What follows belongs to an exercise in optimizing a design on an open flow for small area; a production flow would make more cautious choices. The RTL was checked by simulation tests, not by an equivalence proof against the original design. Power and IR drop assume default switching activity.

--- flow/flow/run.sh ---
#!/bin/bash
# Own layout flow: the standard ORFS flow (standard.sh) with these changes:
#  - synthesis uses flow/my_synth.tcl, which is synth_recipe.tcl with the ABC
#    mapping script replaced by flow/area.abc (area-oriented mapping, no ABC
#    buffering or upsizing); registers and their names are unchanged;
#  - flow/extra.mk is appended to the standard flow's config.mk: port buffers are
#    sky130_fd_sc_hd__buf_1 (every port still gets one), and the CTS and
#    buffer-removal options listed there.
# All tool output goes to flow.log in this folder (ORFS also keeps per-step
# logs under orfs/logs).
set -euo pipefail
here=$(pwd)
cp config.mk own_config.mk
cat flow/extra.mk >> own_config.mk
sed -e "s#SYNTH_SCRIPT=[^ ]*#SYNTH_SCRIPT=$here/flow/my_synth.tcl#" \
    -e "s#DESIGN_CONFIG=[^ ]*#DESIGN_CONFIG=$here/own_config.mk#" standard.sh > own_standard.sh
export MY_ABC_SCRIPT=$here/flow/area.abc
bash own_standard.sh finish > flow.log 2>&1
test -f out/final.def
--- flow/flow/area.abc ---
strash
ifraig
scorr
dc2
strash
dch -f
amap
strash
dch -f
amap
topo
dnsize -c
--- flow/flow/extra.mk ---
export BUFFER_PORTS_ARGS = -buffer_cell sky130_fd_sc_hd__buf_1
export REMOVE_ABC_BUFFERS = 1
export CTS_ARGS = -sink_clustering_enable -repair_clock_nets -dont_use_dummy_load -buf_list sky130_fd_sc_hd__clkbuf_8 -sink_clustering_size 14 -sink_clustering_max_diameter 60
--- flow/flow/my_synth.tcl ---
proc synth {args} { yosys synth -nofsm -noshare {*}$args }
proc abc {args} {
  set i [lsearch -exact $args -script]
  if { $i >= 0 && [info exists ::env(MY_ABC_SCRIPT)] } {
    set args [lreplace $args [expr {$i+1}] [expr {$i+1}] $::env(MY_ABC_SCRIPT)]
  }
  yosys abc {*}$args
}
source $::env(SCRIPTS_DIR)/synth.tcl
# left out here: clear keep_hierarchy, flatten, clean up, hide names made inside functions, write 1_2_yosys.v
--- flow/standard.sh ---
#!/bin/bash
# synth_recipe.tcl (not shown) runs the flow's synth.tcl, then flattens the netlist and writes it again
# the make line also repeats each setting of config.mk as NAME=value (left out here)
make -C /OpenROAD-flow-scripts/flow DESIGN_CONFIG=/design/flow/config.mk WORK_HOME=/design/flow/orfs CLKGATE_MAP_FILE= SYNTH_SCRIPT=/design/flow/synth_recipe.tcl "${@:-finish}"
--- flow/config.mk ---
export PLATFORM = sky130hd
export DESIGN_NAME = jbc_cc
export DESIGN_NICKNAME = jbc_cc
export VERILOG_FILES = /design/flow/design.v
export SDC_FILE = /design/flow/constraint.sdc
export NUM_CORES = 4
export LEC_CHECK = 0
export ABC_AREA = 1
export CAP_MARGIN = 20
export CORE_MARGIN = 2
export CORE_UTILIZATION = 50
export CTS_BUF_LIST = sky130_fd_sc_hd__clkbuf_8
export CTS_CLUSTER_DIAMETER = 60
export CTS_CLUSTER_SIZE = 14
export GPL_TIMING_DRIVEN = 0
export SLEW_MARGIN = 20
--- flow/constraint.sdc ---
create_clock -name core_clock -period 48.0 [get_ports {clk}]
set_input_delay 9.6000 -clock core_clock [delete_from_list [all_inputs] [get_ports {clk}]]
set_output_delay 9.6000 -clock core_clock [all_outputs]
set_load 0.01 [all_outputs]
--- flow/design.v ---
module jbc_cc (
    input  wire        clk,
    input  wire        rst,
    input  wire        ev_valid,
    input  wire [31:0] ev_word,
    output wire        ev_ready,
    output reg         ev_done,
    output wire        heater,
    output reg         adc_start,
    output reg         enc_wr,
    output wire [15:0] enc_wr_val,
    output wire [15:0] rd_data
);
    localparam [1:0]  M_ACTIVE = 2'd0, M_HOLDER = 2'd1, M_REMOVED = 2'd2, M_DISC = 2'd3;
    localparam [1:0]  K_ZCM = 2'd0, K_RFR = 2'd1, K_TICK = 2'd2, K_ACC = 2'd3;
    localparam [19:0] C_LO  = 20'd523466;
    localparam [19:0] K_FLT = 20'd87937;
    localparam [19:0] K_D10 = 20'd3277;
    function gt16;
        input [15:0] a;
        input [15:0] b;
        integer i;
        reg g;
        begin
            g = 1'b0;
            for (i = 0; i < 16; i = i + 1)
                g = (a[i] & ~b[i]) | (~(a[i] ^ b[i]) & g);
            gt16 = g;
        end
    endfunction
    reg  [3:0]  slot;
    reg  [3:0]  dc;              
    reg  [3:0]  dfc;             
    reg         out_en;
    reg  [1:0]  warmup;
    reg  [6:0]  q;               
    reg  [10:0] err0;            
    reg  [7:0]  integ;           
    reg         tip_removed;
    reg         iron_disc;
    reg         iron_holder;
    reg         runaway;
    reg         blink_phase;
    reg  [1:0]  mode_state;
    reg  [8:0]  backup_sp;
    reg         sp_cap;          
    reg         dsp_cap;         
    reg  [2:0]  hold_periods;
    reg  [6:0]  dq;              
    reg  [3:0]  ddc;             
    reg  [15:0] msring [0:1];
    reg         msph;            
    reg  [8:0]  blink_ms;        
    reg  [15:0] kring [0:2];
    reg  [1:0]  kph;             
    reg  [5:0]  cnt;
    reg  [1:0]  kind;
    reg         enc_hi;
    reg  [19:0] H;
    reg  [12:0] M;
    wire idle   = (cnt == 6'd0);
    assign ev_ready = idle;
    wire accept = ev_valid & idle & ~rst;
    wire b_zcm  = ~idle & (kind == K_ZCM);
    wire b_rfr  = ~idle & (kind == K_RFR);
    wire b_tick = ~idle & (kind == K_TICK);
    wire b_acc  = ~idle & (kind == K_ACC);
    wire [3:0] op = ev_word[31:28];
    wire is_zcm  = (op == 4'd1) && (ev_word[27:15] == 13'd0);
    wire is_zcd  = (ev_word == 32'h2000_0000);
    wire is_tick = (ev_word == 32'h3000_0000);
    wire is_rfr  = (op == 4'd4) && (ev_word[27:18] == 10'd0);
    wire is_wrg  = (op == 4'd5) && (ev_word[27:20] == 8'd0);
    wire is_rds  = (op == 4'd6) && (ev_word[27:20] == 8'd0) && (ev_word[15:0] == 16'd0);
    wire is_rst  = (ev_word == 32'h7000_0000);
    wire [3:0] ridx = ev_word[19:16];
    wire r_ring  = (ridx[3:2] == 2'b00 & ridx[1:0] != 2'b11) | (ridx[3:1] == 3'b111);
    wire w_multi = is_wrg & r_ring;
    wire a_multi = (is_rds | is_wrg) & r_ring;
    wire [11:0] z_sample = ev_word[11:0];
    wire acq_fail = ~ev_word[12] | gt16({4'd0, z_sample}, 16'd3500);
    wire slot0    = (slot == 4'd0);
    wire z_eval   = is_zcm & slot0 & ~acq_fail;
    wire        r_neg   = ev_word[15];
    wire        r_big   = ~ev_word[15] & gt16({1'b0, ev_word[14:0]}, 16'd4500);
    wire [1:0]  r_mode  = tip_removed ? M_REMOVED :
                          ev_word[17] ? M_DISC    :
                          ev_word[16] ? M_HOLDER  : M_ACTIVE;
    wire        bsp_gt150 = gt16({7'd0, backup_sp}, 16'd150);
    wire        sp_sel    = idle ? ((ridx == 4'd8) & sp_cap) | ((ridx == 4'd10) & dsp_cap) : sp_cap;
    wire [8:0]  sp_val    = (sp_sel & bsp_gt150) ? 9'd150 : backup_sp;
    assign heater     = out_en & ~slot0 & ~gt16({12'd0, slot}, {12'd0, dc});
    wire ez = adc_start, eh = enc_hi;
    assign enc_wr_val = {ez, ez, ez, eh, ez, ez, ez, eh, eh, ez, ez, eh, ez, eh, ez, ez};
    assign rd_data    = H[15:0];
    wire [15:0] status = {3'd0, (hold_periods != 3'd0), mode_state, warmup,
                          blink_phase, 1'b0, runaway, iron_holder, iron_disc,
                          tip_removed, out_en, heater};
    wire [6:0] rq   = (idle & ridx[3]) ? dq : q;
    wire [7:0] r5q_hi;
    rca #(.W(8)) u_r5q (.a({1'b0, rq}), .b({3'd0, rq[6:2]}), .ci(1'b0),
                        .s(r5q_hi), .co());
    wire [9:0] r5q = {r5q_hi, rq[1:0]};
    wire [3:0] rdc  = (ridx == 4'd5) ? dc : (ridx == 4'd6) ? dfc : ddc;
    wire [4:0] rx5_hi;
    rca #(.W(5)) u_rx5 (.a({1'b0, rdc}), .b({3'd0, rdc[3:2]}), .ci(1'b0),
                        .s(rx5_hi), .co());
    wire [7:0] rx10 = {rx5_hi[4:0], rdc[1:0], 1'b0};
    reg [12:0] rsel;
    always @(*) begin
        case (ridx)
            4'd3:  rsel = {9'd0, slot};
            4'd4:  rsel = status[12:0];
            4'd5:  rsel = {5'd0, rx10};
            4'd6:  rsel = {5'd0, rx10};
            4'd12: rsel = {5'd0, rx10};
            4'd13: rsel = {10'd0, hold_periods};
            default: rsel = 13'd0;
        endcase
    end
    wire i_hi = ~H[11] & gt16({5'd0, H[10:0]}, 16'd100);
    wire i_lo =  H[11] & ~gt16({5'd0, H[10:0]}, 16'd1947);
    wire [7:0] integ_new = i_hi ? 8'd100 : i_lo ? 8'h9c : H[7:0];
    wire [10:0] pid_dec;
    assign pid_dec[0] = (cnt == 6'd28) | (cnt == 6'd31) | (cnt == 6'd34) | (cnt == 6'd37) | (cnt == 6'd40) | (cnt == 6'd43) | (cnt == 6'd46) | (cnt == 6'd49) | (cnt == 6'd52) | (cnt == 6'd55) | (cnt == 6'd58) | (cnt == 6'd61);
    assign pid_dec[1] = (cnt == 6'd29) | (cnt == 6'd32) | (cnt == 6'd35) | (cnt == 6'd38) | (cnt == 6'd41) | (cnt == 6'd44) | (cnt == 6'd47) | (cnt == 6'd50) | (cnt == 6'd53) | (cnt == 6'd56) | (cnt == 6'd59) | (cnt == 6'd62);
    assign pid_dec[2] = (cnt == 6'd30) | (cnt == 6'd31) | (cnt == 6'd32) | (cnt == 6'd36) | (cnt == 6'd37) | (cnt == 6'd38) | (cnt == 6'd42) | (cnt == 6'd43) | (cnt == 6'd44) | (cnt == 6'd48) | (cnt == 6'd49) | (cnt == 6'd50) | (cnt == 6'd51) | (cnt == 6'd52) | (cnt == 6'd53) | (cnt == 6'd54) | (cnt == 6'd55) | (cnt == 6'd56) | (cnt == 6'd57) | (cnt == 6'd58) | (cnt == 6'd59) | (cnt == 6'd60) | (cnt == 6'd61) | (cnt == 6'd62);
    assign pid_dec[3] = (cnt == 6'd33) | (cnt == 6'd34) | (cnt == 6'd35) | (cnt == 6'd36) | (cnt == 6'd37) | (cnt == 6'd38) | (cnt == 6'd45) | (cnt == 6'd46) | (cnt == 6'd47) | (cnt == 6'd48) | (cnt == 6'd49) | (cnt == 6'd50) | (cnt == 6'd51) | (cnt == 6'd52) | (cnt == 6'd53) | (cnt == 6'd54) | (cnt == 6'd55) | (cnt == 6'd56) | (cnt == 6'd57) | (cnt == 6'd58) | (cnt == 6'd59) | (cnt == 6'd60) | (cnt == 6'd61) | (cnt == 6'd62);
    assign pid_dec[4] = (cnt == 6'd39) | (cnt == 6'd40) | (cnt == 6'd41) | (cnt == 6'd42) | (cnt == 6'd43) | (cnt == 6'd44) | (cnt == 6'd45) | (cnt == 6'd46) | (cnt == 6'd47) | (cnt == 6'd48) | (cnt == 6'd49) | (cnt == 6'd50) | (cnt == 6'd51) | (cnt == 6'd52) | (cnt == 6'd53) | (cnt == 6'd54) | (cnt == 6'd55) | (cnt == 6'd56) | (cnt == 6'd57) | (cnt == 6'd58) | (cnt == 6'd59) | (cnt == 6'd60) | (cnt == 6'd61) | (cnt == 6'd62);
    assign pid_dec[5] = (cnt == 6'd30) | (cnt == 6'd31) | (cnt == 6'd32) | (cnt == 6'd36) | (cnt == 6'd37) | (cnt == 6'd38) | (cnt == 6'd42) | (cnt == 6'd43) | (cnt == 6'd44) | (cnt == 6'd48) | (cnt == 6'd49) | (cnt == 6'd50) | (cnt == 6'd54) | (cnt == 6'd55) | (cnt == 6'd56);
    assign pid_dec[6] = (cnt == 6'd33) | (cnt == 6'd34) | (cnt == 6'd35) | (cnt == 6'd36) | (cnt == 6'd37) | (cnt == 6'd38) | (cnt == 6'd45) | (cnt == 6'd46) | (cnt == 6'd47) | (cnt == 6'd48) | (cnt == 6'd49) | (cnt == 6'd50) | (cnt == 6'd57) | (cnt == 6'd58) | (cnt == 6'd59) | (cnt == 6'd60) | (cnt == 6'd61) | (cnt == 6'd62);
    assign pid_dec[7] = (cnt == 6'd39) | (cnt == 6'd40) | (cnt == 6'd41) | (cnt == 6'd42) | (cnt == 6'd43) | (cnt == 6'd44) | (cnt == 6'd45) | (cnt == 6'd46) | (cnt == 6'd47) | (cnt == 6'd48) | (cnt == 6'd49) | (cnt == 6'd50);
    assign pid_dec[8] = (cnt == 6'd51) | (cnt == 6'd52) | (cnt == 6'd53) | (cnt == 6'd54) | (cnt == 6'd55) | (cnt == 6'd56) | (cnt == 6'd57) | (cnt == 6'd58) | (cnt == 6'd59) | (cnt == 6'd60) | (cnt == 6'd61) | (cnt == 6'd62);
    assign pid_dec[9] = (cnt == 6'd60) | (cnt == 6'd61) | (cnt == 6'd62);
    assign pid_dec[10] = (cnt == 6'd27) | (cnt == 6'd28) | (cnt == 6'd29) | (cnt == 6'd30) | (cnt == 6'd31) | (cnt == 6'd32) | (cnt == 6'd33) | (cnt == 6'd34) | (cnt == 6'd35) | (cnt == 6'd36) | (cnt == 6'd37) | (cnt == 6'd38) | (cnt == 6'd39) | (cnt == 6'd40) | (cnt == 6'd41) | (cnt == 6'd42) | (cnt == 6'd43) | (cnt == 6'd44) | (cnt == 6'd45) | (cnt == 6'd46) | (cnt == 6'd47) | (cnt == 6'd48) | (cnt == 6'd49) | (cnt == 6'd50) | (cnt == 6'd51) | (cnt == 6'd52) | (cnt == 6'd53) | (cnt == 6'd54) | (cnt == 6'd55) | (cnt == 6'd56) | (cnt == 6'd57) | (cnt == 6'd58) | (cnt == 6'd59) | (cnt == 6'd60) | (cnt == 6'd61) | (cnt == 6'd62);
    wire       p_neg = pid_dec[9];
    wire [3:0] p_ei  = pid_dec[8:5];
    wire [2:0] p_ii  = pid_dec[4:2];
    wire [1:0] p_ts  = pid_dec[1:0];
    wire s_1    = (cnt == 6'd1);
    wire s_13   = (cnt == 6'd13), s_14 = (cnt == 6'd14), s_15 = (cnt == 6'd15);
    wire s_22   = (cnt == 6'd22), s_23 = (cnt == 6'd23), s_24 = (cnt == 6'd24);
    wire s_25   = (cnt == 6'd25), s_26 = (cnt == 6'd26), s_27 = (cnt == 6'd27);
    wire s_63   = (cnt == 6'd63);
    wire c_div  = (cnt[5:0] == 6'd15) | ((cnt[5:3] == 3'b010) & ~(cnt[2] & cnt[1]));   
    wire z_div  = b_zcm & c_div;
    wire c_mac  = ((cnt[5:4] == 2'd0) & (cnt[3:2] != 2'b11) & ~(cnt[3:1] == 3'b000)) | (cnt[5:1] == 5'b00110);    
    wire z_mac  = b_zcm & c_mac;
    wire z_pid  = b_zcm & pid_dec[10];
    wire p_kp = z_pid & (kph == 2'd0);
    wire p_ki = z_pid & (kph == 2'd1);
    wire p_kd = z_pid & (kph == 2'd2);
    wire p_end = z_pid & (p_ts == 2'd2);
    wire [19:0] err0_x = {{9{err0[10]}}, err0};
    wire e_bit = err0[p_ei];
    wire i_bit = s_27 ? integ_new[0] : integ[p_ii];
    wire m_kp  = p_kp & e_bit;
    wire m_ki  = p_ki & i_bit;
    wire m_kd  = p_kd & M[0];
    wire rd_any = idle & is_rds;
    wire k_clo  = b_zcm & s_1;
    wire k_word = idle & (is_wrg | is_zcm | is_rfr | (is_rds & r_ring));
    wire k_rsel = rd_any & ~r_ring;
    wire a_isms  = H[19];
    wire a_at0   = a_isms ? (msph == H[16]) : (kph == H[17:16]);
    wire a_at1   = a_isms ? (msph != H[16]) : (kph == (H[17:16] == 2'd0 ? 2'd2 : H[17:16] - 2'd1));
    wire a_rd    = b_acc & (cnt == 6'd1) & a_at0;
    wire a_wr    = b_acc & (cnt == 6'd2) & a_at1;
    wire t_go    = b_tick & (cnt == 6'd1) & ~msph;
    wire k_ms    = t_go | (b_tick & (cnt == 6'd2)) | (a_rd & a_isms);
    wire k_d10  = b_rfr & ~s_1 & M[0];
    wire k_flt  = z_mac & M[0];
    wire k_q9   = b_zcm & s_14;
    wire k_sp   = (b_zcm & s_22) |
                  (rd_any & (ridx[3:2] == 2'b10) & (ridx[1:0] != 2'b11));
    wire k_q5   = (b_zcm & s_23) | (rd_any & (ridx[1:0] == 2'b11) & (ridx[3] ^ ridx[2]));    
    wire k_e    = b_zcm & (s_24 | s_26);
    wire k_i    = b_zcm & s_25;
    wire [19:0] div_k = ({20{s_15}}          & 20'd78336)
                      | ({20{cnt == 6'd16}}  & 20'd40960)
                      | ({20{cnt == 6'd17}}  & 20'd20480)
                      | ({20{cnt == 6'd18}}  & 20'd10240)
                      | ({20{cnt == 6'd19}}  & 20'd5120)
                      | ({20{cnt == 6'd20}}  & 20'd2560)
                      | ({20{cnt == 6'd21}}  & 20'd1280);
    wire k_ring = m_kp | m_ki | m_kd | (a_rd & ~a_isms);
    wire [19:0] d_k =
          ({20{k_clo}}  & C_LO)
        | ({20{k_word}} & ev_word[19:0])
        | ({20{k_rsel}} & {7'd0, rsel})
        | ({20{k_ms}}   & {4'd0, msring[0]})
        | ({20{k_d10}}  & K_D10)
        | ({20{k_flt}}  & K_FLT)
        | ({20{k_q9}}   & {4'd0, q, 9'd0})
        | ({20{k_sp}}   & {11'd0, sp_val})
        | ({20{k_q5}}   & {10'd0, r5q})
        | ({20{k_e}}    & err0_x)
        | ({20{k_i}}    & {{12{integ[7]}}, integ})
        | ({20{z_div}}  & div_k)
        | ({20{k_ring}} & {4'd0, kring[0]});
    wire d_neg   = (b_zcm & (s_15 | s_23 | s_24)) | (z_div & ~H[19]) | (p_neg & (m_kp | m_ki | m_kd));
    wire d_load  = idle | t_go | (b_tick & (cnt == 6'd2)) | a_rd | (b_zcm & (s_22 | s_25 | s_27)) | ((b_zcm | b_rfr) & s_1);
    wire d_shift = (b_rfr & ~s_1) | z_mac | p_end;
    wire d_cin   = d_neg | t_go | (b_tick & (cnt == 6'd2) & H[16]);
    wire [19:0] k_x  = d_neg ? ~d_k : d_k;
    wire [19:0] h_in = d_load ? 20'd0 : H;
    wire [20:0] sum;
    rca #(.W(21)) u_add (.a({h_in[19], h_in}), .b({k_x[19], k_x}), .ci(d_cin),
                         .s(sum), .co());
    wire [5:0] r_t;                                   
    rca #(.W(6)) u_rt (.a(~H[5:0]), .b(6'd0), .ci(1'b1), .s(r_t), .co());
    wire [8:0] r_t5;                                 
    rca #(.W(7)) u_rt10 (.a({1'b0, r_t}), .b({3'd0, r_t[5:2]}), .ci(1'b0),
                         .s(r_t5[8:2]), .co());
    assign r_t5[1:0] = {r_t[1:0]};
    wire run_far  = ~gt16({5'd0, H[10:0]}, 16'd2002);    
    wire runaway_new = H[10] & (run_far | gt16({6'd0, r_t5, 1'b0}, {7'd0, sp_val}));
    wire        u_neg  = H[19];
    wire        u_zero = (H == 20'd0) && (M[12:1] == 12'd0);
    wire        u_big  = (H[18:2] != 17'd0) || (H[1] & H[0]);
    wire [15:0] u_8    = {5'd0, H[1:0], M[12:4]};
    wire [3:0]  u_div  = gt16(u_8, 16'd1249) ? 4'd10 :
                         gt16(u_8, 16'd1124) ? 4'd9  :
                         gt16(u_8, 16'd999)  ? 4'd8  :
                         gt16(u_8, 16'd874)  ? 4'd7  :
                         gt16(u_8, 16'd749)  ? 4'd6  :
                         gt16(u_8, 16'd624)  ? 4'd5  :
                         gt16(u_8, 16'd499)  ? 4'd4  :
                         gt16(u_8, 16'd374)  ? 4'd3  :
                         gt16(u_8, 16'd249)  ? 4'd2  :
                         gt16(u_8, 16'd124)  ? 4'd1  : 4'd0;
    wire [3:0]  dc_new = (u_neg | u_zero) ? 4'd0 : u_big ? 4'd10 : u_div;
    wire [4:0]  dsum;
    rca #(.W(4)) u_dsum (.a(dc_new), .b(dfc), .ci(1'b0), .s(dsum[3:0]), .co(dsum[4]));
    wire [8:0]  r_raw    = enc_wr ? (enc_hi ? 9'd450 : 9'd0) : H[10:2];
    wire        r_change = (r_raw != backup_sp);
    wire [5:0] cnt_inc;
    rca #(.W(6)) u_cnt (.a(cnt), .b(6'd0), .ci(1'b1), .s(cnt_inc), .co());
    wire [3:0] slot_inc;
    rca #(.W(4)) u_slot (.a(slot), .b(4'd0), .ci(1'b1), .s(slot_inc), .co());
    localparam [8:0] B_FIRST = 9'h1ff, B_LAST = 9'h1de;
    wire [8:0] blink_inc = {blink_ms[7:0], blink_ms[8] ^ blink_ms[4]};
    wire last = a_rd | a_wr | (b_tick & (cnt == 6'd3)) | (b_rfr & (cnt == 6'd15)) | (b_zcm & s_63);
    wire stall = (b_acc & ~a_rd & ~a_wr) | (b_tick & (cnt == 6'd1) & msph);
    always @(posedge clk) begin
        H <= d_shift ? sum[20:1] : sum[19:0];
        if (d_shift)
            M <= {sum[0], M[12:1]};
        else if (((b_zcm | b_rfr) & s_1) | (b_zcm & s_25))
            M <= H[12:0];
        if (idle) begin
            enc_wr    <= is_rfr & (r_neg | r_big);
            enc_hi    <= r_big;
            adc_start <= is_zcm & slot0;
            kind      <= is_rfr  ? K_RFR :
                         is_tick ? K_TICK :
                         a_multi ? K_ACC : K_ZCM;
        end
    end
    wire k_wr  = a_wr & ~a_isms;
    wire ms_wr = (a_wr & a_isms) | (b_tick & ((cnt == 6'd2) | (cnt == 6'd3)));
    wire ring_rst = rst | (accept & is_rst);
    reg  rpend;
    always @(posedge clk) begin
        if (ring_rst) begin
            kring[0]  <= 16'd170;
            kph       <= 2'd0;
            msring[0] <= 16'd0;
            msph      <= 1'b0;
            rpend     <= 1'b1;
        end else begin
            kring[0]  <= k_wr ? H[15:0] :
                         rpend ? (kph[0] ? 16'd50 : 16'd15) : kring[1];
            kph       <= (kph == 2'd2) ? 2'd0 : kph + 2'd1;
            msring[0] <= ms_wr ? H[15:0] : rpend ? 16'd0 : msring[1];
            msph      <= ~msph;
            if (kph[0])
                rpend <= 1'b0;
        end
        kring[1]  <= kring[2];
        kring[2]  <= kring[0];
        msring[1] <= msring[0];
    end
    always @(posedge clk) begin
        if (rst || (accept && is_rst)) begin
            ev_done      <= accept & ~rst;
            cnt          <= 6'd0;
            slot         <= 4'd0;
            dc           <= 4'd0;
            dfc          <= 4'd0;
            out_en       <= 1'b0;
            warmup       <= 2'd0;
            q            <= 7'd0;
            err0         <= 11'd0;
            integ        <= 8'd0;
            tip_removed  <= 1'b0;
            iron_disc    <= 1'b0;
            iron_holder  <= 1'b0;
            runaway      <= 1'b0;
            blink_phase  <= 1'b0;
            mode_state   <= M_ACTIVE;
            backup_sp    <= 9'd0;
            sp_cap       <= 1'b0;
            dsp_cap      <= 1'b0;
            hold_periods <= 3'd0;
            dq           <= 7'd0;
            ddc          <= 4'd0;
            blink_ms     <= B_FIRST;
        end else if (idle) begin
            ev_done <= accept & ~z_eval & ~is_rfr & ~is_tick & ~a_multi;
            if (accept) begin
                if (is_zcm && slot0) begin
                    iron_disc   <= ev_word[13];
                    iron_holder <= ev_word[14];
                    tip_removed <= acq_fail;
                    if (acq_fail) begin
                        runaway <= 1'b0;
                        out_en  <= 1'b0;
                        dc      <= 4'd0;
                        dfc     <= 4'd0;
                    end else begin
                        cnt <= 6'd1;
                    end
                end
                if (is_zcd)
                    slot <= (slot == 4'd10) ? 4'd0 : slot_inc;
                if (is_tick) begin
                    cnt <= 6'd1;
                    if (blink_ms == B_LAST) begin
                        blink_ms    <= B_FIRST;
                        blink_phase <= ~blink_phase;
                        if (hold_periods != 3'd0)
                            hold_periods <= hold_periods - 3'd1;
                    end else begin
                        blink_ms <= blink_inc;
                    end
                end
                if (is_rfr) begin
                    cnt        <= 6'd1;
                    sp_cap     <= ev_word[16];
                    mode_state <= r_mode;
                    dq         <= q;
                    ddc        <= r_mode[1] ? 4'd0 : dfc;
                end
                if (a_multi)
                    cnt <= is_wrg ? 6'd2 : 6'd1;
            end
        end else begin
            cnt     <= last ? 6'd0 : stall ? cnt : cnt_inc;
            ev_done <= last;
            if (b_rfr & last) begin
                backup_sp <= r_raw;
                if (r_change)
                    hold_periods <= 3'd4;
                dsp_cap <= (mode_state == M_HOLDER) && !r_change && (hold_periods == 3'd0);
            end
            if (b_zcm) begin
                if (z_div)
                    q <= {q[5:0], ~sum[20]};
                if (s_24) begin
                    runaway <= runaway_new;
                    err0    <= H[10:0];
                end
                if (s_27)
                    integ <= integ_new;
                if (s_63) begin
                    if (iron_disc) begin
                        dc  <= 4'd0;
                        dfc <= 4'd0;
                    end else begin
                        dc  <= dc_new;
                        dfc <= dsum[4:1];
                    end
                    if (warmup != 2'd3)
                        warmup <= warmup + 2'd1;
                    out_en <= ~iron_disc & (warmup == 2'd3) & ~runaway;
                end
            end
        end
    end
endmodule
module rca #(parameter W = 8) (
    input  wire [W-1:0] a,
    input  wire [W-1:0] b,
    input  wire         ci,
    output wire [W-1:0] s,
    output wire         co
);
    wire [W:0] c;
    assign c[0] = ci;
    genvar i;
    generate
        for (i = 0; i < W; i = i + 1) begin : g_fa
            assign s[i]   = a[i] ^ b[i] ^ c[i];
            assign c[i+1] = (a[i] & b[i]) | (c[i] & (a[i] ^ b[i]));
        end
    endgenerate
    assign co = c[W];
endmodule
==> results of run 1 <==
-- layout make-up --
cell class                 count  area (um2)  area share, %
multi-input combinational    991        6180           50.1
sequential                   211        4400           35.7
inverter                     194         733           5.94
timing repair buffer          80         364           2.95
tap                          285         357           2.89
clock buffer                  22         303           2.45
-- state kept, by name (all words and copies together) (netlist names), 2 cells and up --
register	cells
ddc	4
slot	4
warmup	2
hold_periods	3
err0	11
mode_state	2
kring	48
dq	7
blink_ms	9
msring	32
H	20
backup_sp	9
cnt	6
M	13
kind	2
kph	2
q	7
dfc	4
dc	4
integ	8
-- Yosys cell counts (31+ instances only) --
library cell / n / share of area [%]
a21oi_1: 83 / 3.6
a22oi_1: 38 / 2.5
buf_4: 32 / 2.1
clkinv_1: 194 / 6.3
dfxtp_1: 193 / 34
fa_1: 31 / 5.4
ha_1: 45 / 4.9
nand2_1: 101 / 3.3
nand3_1: 35 / 1.5
nor2_1: 249 / 8.1
nor3_1: 43 / 1.9
o21ai_0: 82 / 3.6
o22ai_1: 53 / 2.9
-- cell usage in the layout (no fill, tap or decap), types with 40 or more instances in the layout --
cell type | netlist | routed
dfxtp_1 | 193 | 193
nor2_1 | 249 | 247
o21ai_0 | 82 | 81
nand2_1 | 101 | 101
buf_1 | 0 | 71
ha_1 | 45 | 45
clkinv_1 | 194 | 193
a21oi_1 | 83 | 82
o22ai_1 | 53 | 53
nor3_1 | 43 | 40
-- logic make-up (layout without fill, tap and decap cells) --
| family | after synthesis | count (layout) | synth area share, % |
|---|---|---|---|
| and+or+nand+nor | 502 | 502 | 19.0 |
| AOI/OAI and AO/OA | 413 | 413 | 23.8 |
| buffers and inverters | 226 | 296 | 8.44 |
| DFF | 211 | 211 | 38.4 |
| adders and majority gates | 76 | 76 | 10.3 |
-- power by group --
group	total, mW	internal, mW	switching, mW
logic	0.274	0.0946	0.180
clock network	0.101	0.0409	0.0605
registers	0.237	0.205	0.0319
total	0.613	0.341	0.272
-- metal layers --
layer  part of all wire [%]  vias up  GRT usage (%)
li1                       -     5218              -
met1                     44     5205           45.7
met2                     42      481           48.9
met3                    9.5       81           8.05
met4                    4.0        0           12.1
met5                      0        -              0
-- worst max-delay path by stage --
| stage | startpoint | to | slack (ns) | depth (start not counted) |
|---|---|---|---|---|
| after floorplan | ev_word[0] | H[18] | 28.80 | 36 |
| after global placement | ev_word[18] | H[18] | 27.24 | 35 |
| after detailed placement | ev_word[2] | H[18] | 27.68 | 36 |
| after CTS | ev_word[2] | H[18] | 28.26 | 36 |
| after global routing | ev_word[19] | H[19] | 27.58 | 37 |
| final | ev_word[1] | H[18] | 28.12 | 37 |
-- worst max-delay path, delay by kind of cell --
| family | cells | cell delay, ns |
|---|---|---|
| AOI/OAI and AO/OA | 5 | 1.05 |
| and+or+nand+nor | 7 | 2.30 |
| adders and majority gates | 20 | 6.89 |
| buffers and inverters | 5 | 0.47 |
-- per-stage QoR --
step | instances | total power [mW]
floorplan | 1396 | 0.411
global placement | 1752 | 0.501
detailed placement | 1761 | 0.507
CTS | 1783 | 0.608
global route | 1783 | 0.653
finish | 1783 | 0.613
==> impl_metrics.py, run 1 <==
metrics = {
    "clock_network": {
        "htreeDepth": 1,
        "ctsRootBufferMaster": "clkbuf_8",
        "cts_hold_buffers": 0,
        "tritoncts": "built",
        "clk_path_buf_depth": 3,
        "clk_pin_slew_worst_paths_ns": 0.10,
        "cts_buffers": 22,
        "clock_latency_ns": 0.55,
        "cts_resized": 0,
        "cts.sinks": 211,
        "cts_setup_buffers": 0,
    },
    "global_route": {
        "grt_pass1_vias": 9955,
        "grt_overflow": 0,
        "grt_pass1_wl_um": 60000,
        "grt_max_degree": 81,
        "grtUsageTotal_pct": 32.6,
        "antenna_found_initial": 0,
    },
    "worst_setup_path": {
        "crit_path_start_kind": "primary input",
        "reg2reg_to": "H[18]",
        "critPathRequiredTime_ns": 48.43,
        "r2r_start": "cnt[1]",
        "cp_slowest_cell": "or3_1",
        "r2r_slack_ns": 34.13,
        "crit_path_end_kind": "register",
        "path_max_fanout": 9,
        "r2r_cells": 40,
        "arrival_ns": 20.32,
        "path_class": "in2reg",
        "slowest_delay_ns": 0.54,
        "crit_top_cell": "fa_1",
    },
    "route": {
        "first_pass_iters": 6,
        "totalWireLength_um": 39900,
        "viasPerCell": 6.16,
        "remaining_drc_errors": 0,
        "drtIter0Drc": 1026,
        "postRouteAntennaNets": 0,
        "wl_per_cell_um": 22.4,
        "vias": 10985,
    },
    "hold_path": {
        "hold_depth": 0,
        "hp-start": "kring[2][5]",
        "hp-class": "reg2reg",
        "hold_end": "kring[1][5]",
    },
    "logic_synthesis": {
        "synth_edf_count": 18,
        "yosys.cell_types.count": 53,
        "postSynthAreaPerCell_um2": 8.04,
        "synthArstFlopShare_pct": 0,
        "syn_area_mm2": 0.0115,
        "synthCells": 1428,
        "ys_seq_area_share_pct": 38.4,
        "synthFlopType": "dfxtp_1",
        "ys_warn_count": 3,
        "synth-seq-cells": 211,
    },
    "sta": {
        "rsz0062_at_grt": "false",
        "setup_viol": 0,
        "hold_viol_final": 0,
        "fin_crit_sh_pct": 41.4,
        "fmax_mhz": 50.3,
        "relSlewSlack_pct": 22.6,
        "finalHoldWorstSlack_ns": 0.314,
        "setup_tns_ns": 0,
        "drv_slew": 0,
        "fin_ws_ns": 28.12,
        "min_period_ns": 19.88,
        "tightestPinTransition_ns": 1.16,
        "skew_ns": 0.0384,
    },
    "run": {
        "maxCapViolCount": 0,
    },
    "placed_design": {
        "hpwlAfterDp_um": 30600,
        "postPlaceCellArea_mm2": 0.0120,
        "post-place-ws_ns": 27.68,
        "place.port_buffers": 71,
        "gp_congestion": 0.958,
    },
    "die": {
        "rows": 55,
        "die_h_um": 155,
        "initial_core_util_pct": 50.8,
        "io_pins": 72,
        "coreArea_mm2": 0.0226,
        "die_w_um": 155,
        "die_area_mm2": 0.0242,
    },
    "power_and_ir_drop": {
        "ir_drop_uv": 25.2,
        "leakagePower_nw": 4.25,
        "power_density_mw_per_mm2": 49.6,
    },
    "cells_and_area": {
        "areaGrowthSynthToFinish_pct": 7.52,
        "fillers": 2245,
        "antennaDiodeCount": 0,
        "final_area_mm2": 0.0123,
        "fin_util_pct": 54.7,
        "layout.nets": 1611,
        "drive_gt1_share_pct": 2.94,
    },
    "run_status": {
        "run_status": "timing/DRC/antenna clean",
    },
}
==> run 2, diff against run 1 <==
--- a/flow/config.mk
+++ b/flow/config.mk
@@ -8,7 +8,7 @@
 export ABC_AREA = 1
 export CAP_MARGIN = 20
 export CORE_MARGIN = 2
-export CORE_UTILIZATION = 50
+export CORE_UTILIZATION = 65
 export CTS_BUF_LIST = sky130_fd_sc_hd__clkbuf_8
 export CTS_CLUSTER_DIAMETER = 60
 export CTS_CLUSTER_SIZE = 14
==> run 2 against run 1 <==
Effect of this change: still clean; clock power shrank 6%; worst setup slack improved by 0.075 ns; synthesized cell count stayed put; final cell count fell by 3.5%; via count grew 3.0%; combinational power shrank 1%; critical path type unchanged; critical endpoint unchanged.
==> impl_metrics.py, run 2 <==
metrics = {
    "route": {
        "drtIter0Drc": 1366,
        "postRouteAntennaNets": 0,
        "wl_per_cell_um": 21.4,
        "first_pass_iters": 6,
        "vias": 11314,
        "totalWireLength_um": 36800,
        "remaining_drc_errors": 0,
        "viasPerCell": 6.58,
    },
    "clock_network": {
        "clock_latency_ns": 0.54,
        "cts_setup_buffers": 0,
        "htreeDepth": 1,
        "clk_pin_slew_worst_paths_ns": 0.09,
        "cts.sinks": 211,
        "cts_resized": 0,
        "tritoncts": "built",
        "cts_buffers": 20,
        "ctsRootBufferMaster": "clkbuf_8",
        "clk_path_buf_depth": 3,
        "cts_hold_buffers": 0,
    },
    "hold_path": {
        "hp-start": "kring[2][15]",
        "hp-class": "reg2reg",
        "hold_depth": 0,
        "hold_end": "kring[1][15]",
    },
    "logic_synthesis": {
        "yosys-top-cells-count": "249 x nor2_1, 194 x clkinv_1, 193 x dfxtp_1",
        "ys_warn_count": 3,
        "ys_seq_area_share_pct": 38.4,
        "postSynthAreaPerCell_um2": 8.04,
        "yosys.area.top_type": "dfxtp_1",
        "synth-seq-cells": 211,
        "synthArstFlopShare_pct": 0,
        "syn_area_mm2": 0.0115,
        "yosys.cell_types.count": 53,
        "synthFlopType": "dfxtp_1",
        "synthCells": 1428,
        "synth_most_common_cell": "nor2_1",
        "synth_edf_count": 18,
        "synthTopCellsByArea": "dfxtp_1 34%, nor2_1 8.1%, clkinv_1 6.3%",
        "synth_top_area_share_pct": 33.7,
    },
    "run": {
        "maxCapViolCount": 0,
    },
    "global_route": {
        "grt_max_degree": 81,
        "grt_pass1_vias": 10192,
        "grtUsageTotal_pct": 39.3,
        "grt_pass1_wl_um": 56000,
        "grt_overflow": 0,
        "antenna_found_initial": 0,
    },
    "die": {
        "rows": 48,
        "die_w_um": 137,
        "io_pins": 72,
        "initial_core_util_pct": 66.3,
        "coreArea_mm2": 0.0173,
        "die_h_um": 137,
        "die_area_mm2": 0.0187,
    },
    "run_status": {
        "run_status": "timing/DRC/antenna clean",
    },
    "cells_and_area": {
        "multi_input_area_mm2": 0.00617,
        "layout.nets": 1608,
        "fillers": 1462,
        "fin_util_pct": 70.6,
        "drive_gt1_share_pct": 2.68,
        "layout_common_cells": "248 x nor2_1, 193 x dfxtp_1, 193 x clkinv_1, 101 x nand2_1, 82 x a21oi_1",
        "areaGrowthSynthToFinish_pct": 6.47,
        "instances_no_fill": 1720,
        "layout_commonest_cell": "nor2_1",
        "largest_reg_flops": 48,
        "antennaDiodeCount": 0,
        "top_regs": "kring x48, msring x32, H x20",
        "seq_area_mm2": 0.00440,
        "regMostFlops": "kring",
    },
    "worst_setup_path": {
        "path_class": "in2reg",
        "path_max_fanout": 9,
        "r2r_start": "cnt[1]",
        "critPathRequiredTime_ns": 48.43,
        "crit_top_cell": "fa_1",
        "r2r_cells": 40,
        "slowest_delay_ns": 0.51,
        "reg2reg_to": "H[18]",
        "arrival_ns": 20.24,
        "r2r_slack_ns": 34.14,
        "crit_path_start_kind": "primary input",
        "cp_slowest_cell": "or3_1",
        "crit_path_end_kind": "register",
    },
    "sta": {
        "setup_viol": 0,
        "hold_viol_final": 0,
        "min_period_ns": 19.81,
        "relSlewSlack_pct": 20.2,
        "fmax_mhz": 50.5,
        "setup_tns_ns": 0,
        "rsz0062_at_grt": "false",
        "tightestPinTransition_ns": 1.19,
        "fin_crit_sh_pct": 41.3,
        "skew_ns": 0.0490,
        "drv_slew": 0,
    },
    "power_and_ir_drop": {
        "ir_drop_uv": 39.4,
        "power_density_mw_per_mm2": 49.3,
        "leakagePower_nw": 4.23,
    },
    "placed_design": {
        "place.port_buffers": 71,
        "hpwlAfterDp_um": 28000,
        "gp_congestion": 1.02,
        "dp.cells": 1700,
    },
}
## run 2: cell counts after synthesis
Identical to the previous run, type by type.
## run 2: cells by family (layout without fill, tap and decap cells)
kind of cell	after synthesis	in the layout	synth area share, %
fa+ha+maj	76	76	10.3
compound gates	413	413	23.8
buf+inv	226	293	8.44
simple gates	502	502	19.0
flops	211	211	38.4
## run 2: where the power goes
part | internal, mW | switching (mW) | leakage, nW
clock network | 0.0374 | 0.0580 | 0.144
logic | 0.0942 | 0.175 | 2.35
registers | 0.205 | 0.0318 | 1.74
total | 0.337 | 0.265 | 4.23
## run 2: final cells by class
cell class                 count  share of cell area (%)
inverter                     194                    6.00
multi-input combinational    991                    50.5
sequential                   211                    36.1
timing repair buffer          79                    2.86
clock buffer                  20                    2.25
tap                          225                    2.30
## run 2: critical path: cells and delay by family
family          cells  cell delay (ns)
fa+ha+maj          20             6.91
simple gates        7             2.26
compound gates      5             1.03
buf+inv             5             0.44
## run 2: stage by stage
step / setup slack, ns / hold slack, ns / area (um2) / total power, mW
finish: 28.19 / 0.331 / 12200 / 0.602
CTS: 28.30 / 0.332 / 12200 / 0.593
global placement: 27.43 / 0.310 / 11800 / 0.491
global route: 27.83 / 0.334 / 12200 / 0.640
floorplan: 28.80 / 0.310 / 11200 / 0.411
detailed placement: 27.77 / 0.313 / 11900 / 0.501
## run 2: metal layers
layer	global-route usage, %	up-vias	share of wire [%]
li1	-	5205	-
met2	59.2	759	42
met1	53.4	5209	40
met5	0	-	0
met4	16.1	0	5.0
met3	11.0	141	13
## run 2: worst max path at each step
stage / startpoint / to / slack [ns] / cells after the start
finish: ev_word[0] / H[18] / 28.19 / 37
global route: ev_word[0] / H[19] / 27.83 / 38
CTS: ev_word[0] / H[18] / 28.30 / 37
detailed placement: ev_word[0] / H[18] / 27.77 / 37
global placement: ev_word[18] / H[18] / 27.43 / 35
floorplan: ev_word[0] / H[18] / 28.80 / 36
==> run 3, diff against run 2 <==
==> flow/flow/extra.mk (replaced) <==
export BUFFER_PORTS_ARGS = -buffer_cell sky130_fd_sc_hd__buf_1
export REMOVE_ABC_BUFFERS = 1
export CTS_ARGS = -sink_clustering_enable -repair_clock_nets -dont_use_dummy_load -buf_list sky130_fd_sc_hd__clkbuf_16 -sink_clustering_size 24 -sink_clustering_max_diameter 100
--- a/flow/config.mk
+++ b/flow/config.mk
@@ -9,8 +9,8 @@
 export CAP_MARGIN = 20
 export CORE_MARGIN = 2
 export CORE_UTILIZATION = 65
-export CTS_BUF_LIST = sky130_fd_sc_hd__clkbuf_8
-export CTS_CLUSTER_DIAMETER = 60
-export CTS_CLUSTER_SIZE = 14
+export CTS_BUF_LIST = sky130_fd_sc_hd__clkbuf_16
+export CTS_CLUSTER_DIAMETER = 100
+export CTS_CLUSTER_SIZE = 24
 export GPL_TIMING_DRIVEN = 0
 export SLEW_MARGIN = 20
==> run 3 against run 2 <==
Effect of this change: highest routed layer unchanged; design area grew 0.43%; largest cell class unchanged; first-iteration DRC count grew 0.66%; die area is the same; critical endpoint is now H[19]; still clean on timing, DRC and antenna; area after synthesis is the same; utilization grew 0.30 points; sequential share of layout area shrank 0.15 points; worst hold slack is essentially flat.
==> impl_metrics.py, run 3 <==
metrics = {
    "run_status": {
        "run_status": "timing/DRC/antenna clean",
    },
    "cells_and_area": {
        "layout_commonest_cell": "nor2_1",
        "areaGrowthSynthToFinish_pct": 6.92,
        "seq_area_mm2": 0.00440,
        "drive_gt1_share_pct": 2.22,
        "layout_common_cells": "248 x nor2_1, 193 x dfxtp_1, 193 x clkinv_1, 101 x nand2_1, 82 x a21oi_1",
        "top_regs": "kring x48, msring x32, H x20",
        "layout.nets": 1601,
        "regMostFlops": "kring",
        "multi_input_area_mm2": 0.00617,
        "largest_reg_flops": 48,
        "final_area_mm2": 0.0123,
        "fillers": 1446,
    },
    "sta": {
        "setup_tns_ns": 0,
        "fmax_mhz": 50.3,
        "finalHoldWorstSlack_ns": 0.332,
        "relSlewSlack_pct": 19.6,
        "drv_slew": 0,
        "skew_ns": 0.0328,
        "hold_viol_final": 0,
        "setup_viol": 0,
        "tightestPinTransition_ns": 1.20,
        "min_period_ns": 19.89,
        "fin_crit_sh_pct": 41.4,
        "rsz0062_at_grt": "false",
    },
    "global_route": {
        "grtUsageTotal_pct": 39.1,
        "grt_pass1_vias": 10040,
        "met3_usage_pct": 10.2,
        "grt_max_degree": 81,
        "grtUsageMet2_pct": 59.0,
        "antenna_found_initial": 1,
        "grt_overflow": 0,
        "grt.busiest_layer": "met2",
        "grt_pass1_wl_um": 55700,
        "grtUsageMet1_pct": 53.5,
    },
    "power_and_ir_drop": {
        "power_density_mw_per_mm2": 50.0,
        "clkPwrFrac_pct": 17.3,
        "internal-power_uw": 348,
        "power_switching_uw": 265,
        "switching_share_pct": 43.3,
        "pwr-share-seq_pct": 38.6,
        "leakagePower_nw": 4.25,
        "combinationalPowerShare_pct": 44.1,
        "ir_drop_uv": 54.6,
    },
    "logic_synthesis": {
        "synthTopCellsByArea": "dfxtp_1 34%, nor2_1 8.1%, clkinv_1 6.3%",
        "syn_area_mm2": 0.0115,
        "postSynthAreaPerCell_um2": 8.04,
        "synth_edf_count": 18,
        "synth_top_area_share_pct": 33.7,
        "ys_seq_area_share_pct": 38.4,
        "ys_warn_count": 3,
        "synth-seq-cells": 211,
        "synthCells": 1428,
        "yosys-top-cells-count": "249 x nor2_1, 194 x clkinv_1, 193 x dfxtp_1",
        "synth_most_common_cell": "nor2_1",
        "yosys.area.top_type": "dfxtp_1",
        "synthFlopType": "dfxtp_1",
        "synthArstFlopShare_pct": 0,
        "yosys.cell_types.count": 53,
    },
    "worst_setup_path": {
        "reg2reg_to": "H[19]",
        "crit_top_cell": "fa_1",
        "cp_slowest_cell": "or3_1",
        "r2r_slack_ns": 34.09,
        "critPathRequiredTime_ns": 48.32,
        "cp-startpoint": "ev_word[0]",
        "crit_path_end_kind": "register",
        "r2r_start": "cnt[1]",
        "r2r_cells": 41,
        "path_class": "in2reg",
        "slowest_delay_ns": 0.51,
        "worstSetupEndpoint": "H[19]",
        "arrival_ns": 20.21,
        "crit_path_start_kind": "primary input",
        "path_max_fanout": 9,
    },
    "route": {
        "viasPerCell": 6.63,
        "wl_per_cell_um": 21.5,
        "remaining_drc_errors": 0,
        "first_pass_iters": 9,
        "postRouteAntennaNets": 0,
        "totalWireLength_um": 36800,
        "vias": 11371,
        "drtIter0Drc": 1375,
    },
    "die": {
        "rows": 48,
        "die_w_um": 137,
        "coreArea_mm2": 0.0173,
        "io_pins": 72,
        "initial_core_util_pct": 66.3,
        "die_h_um": 137,
        "die_area_mm2": 0.0187,
    },
    "hold_path": {
        "hp-class": "reg2reg",
        "hp-start": "kring[2][11]",
    },
    "clock_network": {
        "cts_buffers": 13,
        "clock_latency_ns": 0.48,
        "ctsRootBufferMaster": "clkbuf_16",
        "cts_resized": 0,
        "clk_path_buf_depth": 3,
        "htreeDepth": 1,
        "cts_hold_buffers": 0,
        "clk_pin_slew_worst_paths_ns": 0.08,
        "cts_setup_buffers": 0,
        "cts.sinks": 211,
        "tritoncts": "built",
    },
    "placed_design": {
        "gp_congestion": 1.02,
        "postPlaceCellArea_mm2": 0.0119,
        "hpwlAfterDp_um": 28000,
        "place.port_buffers": 71,
    },
    "run": {
        "maxCapViolCount": 0,
    },
}
## run 3: worst min-delay path by stage
| stage | endpoint | slack [ns] | cells after the start |
|---|---|---|---|
| after floorplan | kring[1][0] | 0.31 | 0 |
| after global placement | kring[1][2] | 0.31 | 0 |
| after detailed placement | kring[1][15] | 0.31 | 0 |
| after CTS | kring[1][15] | 0.33 | 0 |
| after global routing | kring[1][15] | 0.34 | 0 |
| final | kring[1][11] | 0.33 | 0 |
## run 3: layout make-up
type                       count  share of cell area, %
tap                          225                   2.29
inverter                     194                   5.98
timing repair buffer          79                   2.85
clock buffer                  13                   2.65
sequential                   211                   35.9
antenna                        1                 0.0204
multi-input combinational    991                   50.3
## run 3: cells by family (layout without fill, tap and decap cells)
kind of cell    count (synthesis)  count (layout)  synth area share [%]
compound gates                413             413                  23.8
simple gates                  502             502                  19.0
buf+inv                       226             286                  8.44
fa+ha+maj                      76              76                  10.3
flops                         211             211                  38.4
other cells                     0               1                     0
## run 3: through the flow
stage / setup slack (ns) / power (mW) / util, % / cells
CTS: 28.22 / 0.604 / 70.9 / 1713
global placement: 27.43 / 0.491 / 68.1 / 1692
finish: 28.11 / 0.613 / 70.9 / 1714
floorplan: 28.80 / 0.411 / - / 1396
detailed placement: 27.77 / 0.501 / 69.0 / 1700
global route: 27.74 / 0.650 / 70.9 / 1713
## run 3: layer usage
metal | part of all wire (%) | wire [um]
met3 | 13 | 4630
met2 | 42 | 15600
met5 | 0 | 0
met4 | 4.9 | 1800
met1 | 40 | 14800
## run 3: power by group through the flow
stage / clock, mW / sequential, mW / combinational [mW]
after global placement: 0 / 0.239 / 0.252
after CTS: 0.105 / 0.235 / 0.264
final: 0.106 / 0.237 / 0.270
after floorplan: 0 / 0.231 / 0.179
after global routing: 0.111 / 0.238 / 0.301
after detailed placement: 0 / 0.239 / 0.262
## run 3: critical path, delay by kind of cell
family | cells | cell delay, ns
simple gates | 8 | 2.39
compound gates | 5 | 0.86
buf+inv | 5 | 0.44
fa+ha+maj | 20 | 6.89

-- afterwards: timing with drivers on the ports --
In the flow no input, the clock included, has a driving cell. The finished layouts below were timed again as built, in two steps.
Step 1 assumes that a clkbuf_16 drives the clock port and a buf_2 every other input.
Step 2 moves the port delays by t, midway between the first and last clock arrival at a register: inputs arrive t later, outputs are due t later. That takes back most of the time a late clock gives input paths.
a / b / c = ideal / step 1 / step 2; a / b = the first two.
run | t, ns | slack for setup (ns) | worst data-port slew with drivers (ns)
run 1 | 0.582 | 28.115 / 28.140 / 27.558 | 0.03
run 2 | 0.558 | 28.191 / 28.213 / 27.655 | 0.03
run 3 | 0.512 | 28.112 / 28.142 / 27.630 | 0.04
After both steps setup and hold are still met in every run listed. The setup slack of run 1, which loses most, moves by +0.025 ns with the drivers and by -0.557 ns with both steps.
